Source: an optimization exercise on an open RTL-to-GDS flow (aim: small area, a short achievable clock period and few clock cycles). Production flows keep margins and buffers that such runs may drop.
The RTL was checked by simulation tests, not by an equivalence proof against the original design.
Power and IR drop assume default switching activity.

==> job 9845: inputs <==
// eadogm_core
module eadogm_core (
    input  wire        clk,
    input  wire        rst,
    input  wire        cmd_valid,
    output wire        cmd_ready,
    input  wire [63:0] cmd_word,
    output wire [2:0]  err,
    output wire [3:0]  cur_page,
    output wire [6:0]  cur_col,
    output wire [7:0]  ret,
    output reg         mem_en,
    output reg         mem_we,
    output reg  [9:0]  mem_addr,
    output reg  [7:0]  mem_wdata,
    input  wire [7:0]  mem_rdata
);
    localparam [7:0] MODE_SET   = 8'h73;
    localparam [7:0] MODE_CLEAR = 8'h63;
    localparam [3:0] S_IDLE  = 4'd0;
    localparam [3:0] S_SEG   = 4'd1;
    localparam [3:0] S_WALK  = 4'd2;
    localparam [3:0] S_MUL1  = 4'd3;
    localparam [3:0] S_DIV   = 4'd4;
    localparam [3:0] S_PRIME = 4'd5;
    localparam [3:0] S_TEXT  = 4'd6;
    localparam [3:0] S_LF    = 4'd7;
    localparam [3:0] S_DRAIN = 4'd8;
    localparam [3:0] S_MUL2  = 4'd9;
    localparam [3:0] S_STEPS = 4'd10;
    localparam [3:0] S_DRS   = 4'd11;
    localparam [3:0] S_DEC   = 4'd12;
    function [12:0] rca;
        input [11:0] x;
        input [11:0] y;
        input        ci;
        integer i;
        reg c;
        begin
            c = ci;
            for (i = 0; i < 12; i = i + 1) begin
                rca[i] = x[i] ^ y[i] ^ c;
                c = (x[i] & y[i]) | (c & (x[i] ^ y[i]));
            end
            rca[12] = c;
        end
    endfunction
    function [6:0] inc7;
        input [6:0] x;
        reg [12:0] s;
        begin s = rca({5'd0, x}, 12'd0, 1'b1); inc7 = s[6:0]; end
    endfunction
    function [6:0] dec7;
        input [6:0] x;
        reg [12:0] s;
        begin s = rca({5'd0, x}, {5'd0, 7'h7F}, 1'b0); dec7 = s[6:0]; end
    endfunction
    function ge8;
        input [7:0] x;
        input [7:0] y;
        reg [12:0] s;
  ...
clock: 12.0 ns
lec_check: 0
cap_margin: 60
core_margin: 2
core_utilization: 40
place_density: 0.6
slew_margin: 60
run.sh (not shown) runs the stock make flow with config.mk's settings and CLKGATE_MAP_FILE= SYNTH_SCRIPT=/design/flow/synth_recipe.tcl, a recipe that flattens the netlist after the stock synthesis.
==> job 4166: changes against job 9845 <==
--- a/flow/design.v
+++ b/flow/design.v
@@ -433,30 +433,29 @@
     wire op_rect   = (w_op == 8'h06);
     wire op_arc    = (w_op == 8'h07);
     wire op_putc   = (w_op == 8'h08);
     wire op_setpg  = (w_op == 8'h09);
     wire op_setcol = (w_op == 8'h0A);
     wire op_putcat = (w_op == 8'h0B);
     wire op_draw   = op_pix | op_point | op_hline | op_vline | op_line | op_rect | op_arc;
     wire [3:0] op4 = w_op[3:0];
-    wire [6:2] byte_set = {b6 == MODE_SET, b5 == MODE_SET, b4 == MODE_SET, b3 == MODE_SET, b2 == MODE_SET};
-    wire [6:2] byte_clr = {b6 == MODE_CLEAR, b5 == MODE_CLEAR, b4 == MODE_CLEAR, b3 == MODE_CLEAR, b2 == MODE_CLEAR};
-    wire [5:2] byte_tbad = {b5[7:1] != 7'd0, b4[7:1] != 7'd0, b3[7:1] != 7'd0, b2[7:1] != 7'd0};
-    reg  w_tbad, w_thick, w_mset, w_mclr;
+    reg [7:0] w_t, w_m;
     always @(*) begin
         case (op4)
-            4'h2:       begin w_tbad = byte_tbad[2]; w_thick = b2[0]; w_mset = byte_set[3]; w_mclr = byte_clr[3]; end
-            4'h3, 4'h4: begin w_tbad = byte_tbad[3]; w_thick = b3[0]; w_mset = byte_set[4]; w_mclr = byte_clr[4]; end
-            4'h5, 4'h6: begin w_tbad = byte_tbad[4]; w_thick = b4[0]; w_mset = byte_set[5]; w_mclr = byte_clr[5]; end
-            4'h7:       begin w_tbad = byte_tbad[5]; w_thick = b5[0]; w_mset = byte_set[6]; w_mclr = byte_clr[6]; end
-            default:    begin w_tbad = 1'b0;         w_thick = 1'b0;  w_mset = byte_set[2]; w_mclr = byte_clr[2]; end
+            4'h2:        begin w_t = b2;   w_m = b3; end
+            4'h3, 4'h4:  begin w_t = b3;   w_m = b4; end
+            4'h5, 4'h6:  begin w_t = b4;   w_m = b5; end
+            4'h7:        begin w_t = b5;   w_m = b6; end
+            default:     begin w_t = 8'd0; w_m = b2; end
         endcase
     end
-    wire w_mbad = !w_mset && !w_mclr;
+    wire w_tbad = (w_t[7:1] != 7'd0);
+    wire w_mset = (w_m == MODE_SET);
+    wire w_mbad = !w_mset && (w_m != MODE_CLEAR);
     reg [7:0] w_x1, w_y1, w_x2, w_y2;
     always @(*) begin
         case (op4)
             4'h3:    begin w_x1 = b0; w_y1 = b2; w_x2 = b1; w_y2 = b2; end    
             4'h4:    begin w_x1 = b0; w_y1 = b1; w_x2 = b0; w_y2 = b2; end    
             4'h5:    begin w_x1 = b0; w_y1 = b1; w_x2 = b2; w_y2 = b3; end    
             4'h6:    begin w_x1 = b0; w_y1 = b1; w_x2 = b2; w_y2 = b1; end    
             default: begin w_x1 = b1; w_y1 = b0; w_x2 = b1; w_y2 = b0; end    
@@ -620,20 +619,20 @@
             3'd4:    d201 = 11'd804;
             3'd5:    d201 = 11'd1005;
             3'd6:    d201 = 11'd1206;
             default: d201 = 11'd1407;
         endcase
     end
     wire [10:0] mul2_s = {3'd0, stp[11:4]} + d201;
     wire [9:0]  steps  = stp[9:0];
-    wire [10:0] div_t  = {dr, acc[16]};       
+    wire [10:0] div_t  = {dr, dw[4'd8 - cnt]};
     wire [11:0] div_s  = {1'b0, div_t} - {2'b00, steps};
     wire        div_ge = !div_s[11];
-    wire [11:0] drs_s  = {2'd0, dr} - {2'd0, steps};
+    wire [12:0] drs_s  = rca({2'd0, dr}, ~{2'd0, steps}, 1'b1);
     wire [11:0] arem_a = {2'd0, arem} + {2'd0, dr};
     wire [11:0] arem_b = {2'd0, arem} + stp;              
     wire        arem_ge = !arem_b[11];
     wire [8:0]  aq_dq  = aq + dq;
     wire [8:0]  aq_dq1 = aq + dq + 9'd1;
     wire [7:0]  ang_dq  = a3 + dq[7:0];
     wire [7:0]  ang_dq1 = a3 + dq[7:0] + 8'd1;
     wire [8:0]  aq_nx  = arem_ge ? aq_dq1 : aq_dq;
@@ -749,17 +748,17 @@
             g_emit = 1'b1;
         end else if (state == S_TEXT) begin
             g_emit = 1'b1;
             g_addr = t_addr;
             g_mask = t_mask;
         end
     end
     wire g_go = !g_emit || buf_free;    
-    wire walk_end = (state == S_WALK) && buf_free && !thick && is_last;
+    wire walk_end = (state == S_WALK) && buf_free && (wmore == 5'd0) && is_last;
     wire seg_go   = ((state == S_SEG) || walk_end) && seg_avail && pre_ok;
     wire p2_consume = (seg_go && is_arc) || ((state == S_PRIME) && p2_valid);
     wire p3_take    = p3_valid && (!p2_valid || p2_consume);
     wire p4_take    = p4_valid && !p3_valid;                  
     wire q_busy     = p3_valid || p4_valid;
     wire sxy_wr     = (ready_q && cmd_valid) || seg_go ||
                       ((state == S_PRIME) && p2_valid) || p3_take;
     wire seg_draw = chk_ok && !(is_arc && prev_ok && seg_same);
@@ -922,18 +921,18 @@
                         d_setpg  <= op_setpg;
                         d_setcol <= op_setcol;
                         d_putcat <= op_putcat;
                         d_draw   <= op_draw;
                         tbad_q   <= w_tbad;
                         mbad_q   <= w_mbad;
                         is_rect  <= op_rect;
                         is_arc   <= op_arc;
-                        thick    <= w_thick;
-                        mset     <= w_mset;       
+                        thick    <= w_t[0];
+                        mset     <= w_mset | !op_draw;
                         side     <= 2'd0;
                         prev_ok  <= 1'b0;
                         seg_pend <= 1'b1;
                         dw       <= w_dw;
                         sx1 <= w_x1; sy1 <= {w_y1[7:6] != 2'd0, w_y1[5:0]};
                         sx2 <= w_x2; sy2 <= {w_y2[7:6] != 2'd0, w_y2[5:0]};
                         state_n = S_DEC;
                     end
@@ -946,17 +945,16 @@
                     adv_ok <= 1'b0;
                     wdxy   <= d_putc ? a0[6:0] : a2[6:0];
                     wdy    <= 7'd0;
                     wfirst <= 1'b0;
                     wxe    <= {4'd0, d_putc ? 3'd0 : a0[2:0]};
                     wy     <= {4'd0, !d_putc ? a0[5:3] : is_lf ? norm_page[2:0] : glyph_page[2:0]};
                     wx     <= !d_putc ? a1[6:0] : is_lf ? col_q : glyph_col;
                     err_q  <= dec_err;
-                    if (!d_draw) mset <= 1'b1;   
                     sp     <= 3'd0;
                     if (d_putc)                 ret_q  <= a0;
                     if (putc_glyph | setpg_ok)  page_q <= d_putc ? glyph_page : a0[3:0];
                     if (putc_glyph | setcol_ok) col_q  <= d_putc ? gcol6_s[6:0] : a0[6:0];
                     if (draw_ok)                     state_n = d_arc ? S_MUL1 : S_SEG;
                     else if (d_putc && is_lf)        state_n = S_LF;
                     else if (putc_glyph | putcat_ok) state_n = S_TEXT;
                     else                             state_n = S_IDLE;
@@ -980,26 +978,24 @@
                 S_MUL2: begin
                     stp <= {mul2_s[10:3], mul2_s[2:0], stp[3]};
                     acc <= {3'b000, acc[16:3]};
                     cnt <= cnt + 4'd1;
                     if (cnt == 4'd5) state_n = S_STEPS;
                 end
                 S_STEPS: begin
                     if (stp[9:0] == 10'd0) stp <= 12'd1;
-                    acc   <= {dw, 8'd0};
                     dr    <= 10'd0;
                     dq    <= 9'd0;
                     cnt   <= 4'd0;
                     state_n = S_DIV;
                 end
                 S_DIV: begin
                     dr  <= div_ge ? div_s[9:0] : div_t[9:0];
                     dq  <= {dq[7:0], div_ge};
-                    acc <= {acc[15:0], 1'b0};
                     cnt <= cnt + 4'd1;
                     if (cnt == 4'd8) state_n = S_DRS;
                 end
                 S_DRS: begin
                     stp    <= drs_s[11:0];
                     adv_ok <= 1'b1;
                     state_n  = S_PRIME;
                 end
==> comparison table <==
	job 9845	job 4166
RR Startpoint	mag_q[0]$_DFFE_PN_	a2[1]$_DFFE_PP_
Sequential fraction of total cell area	26.9%	27.2%
Horizontal die dimension	325 µm	323 µm
Headroom to the max-slew limit	57.4%	55.8%
Total power after layout	6.44 mW	6.01 mW
Clock period minus final worst setup slack	5.00 ns	4.90 ns
Clock latency (worst-skew pair)	0.64 ns	0.66 ns
Yosys cell types	105	106
Number of non-clock inverters	276	277
CTS clk-pin slew, worst paths	0.07 ns	0.06 ns
Final non-filler cell total	6243	6129
Combined area of the multi-input logic cells	0.0269 mm²	0.0264 mm²
Status	finished clean	finished clean
Syn Std Cell Area	0.0413 mm²	0.0406 mm²
P_comb	2.76 mW	2.39 mW
Effective utilization at floorplan	40.5%	40.4%
Placed Cells	6139	6023
Mean instance size in the synthesized netlist	8.46 µm²	8.52 µm²
Met3 WL	13.9 mm	12.4 mm
Most used cell, CP	sky130_fd_sc_hd__o21ai_0	sky130_fd_sc_hd__fa_1
Clock tree cell share of total cell area	3.94%	4.05%
Antenna Cells	1	0
Hold EP	ny[1]$_DFFE_PP_	nx[2]$_DFFE_PP_
Testbench counts of job 9845, summed over its fixed seeds: cycles 251,059.
Testbench counts of job 4166, summed over its fixed seeds: cycles 249,822.

==> re-timing with driven ports <==
No port has a modelled driver above. Below, the same layouts with a new extraction and two added sets of constraints.
Step 1: set_driving_cell puts a clkbuf_16 on clk and a buf_2 on each other input, an assumption about the parent block.
Step 2 moves the port delays by t, midway between the first and last clock arrival at a register: inputs arrive t later, outputs are due t later. That takes back most of the time a late clock gives input paths.
a / b / c = ideal / step 1 / step 2; a / b = the first two.
run	t, ns	slack for setup (ns)	latest minus earliest clock arrival (ns)
job 9845	0.698	7.002 / 7.053 / 6.355	0.033 / 0.033
job 4166	0.705	7.101 / 7.101 / 6.621	0.054 / 0.054
After both steps setup and hold are still met in every run listed. The setup slack of job 9845, which loses most, moves by +0.051 ns with the drivers and by -0.647 ns with both steps.
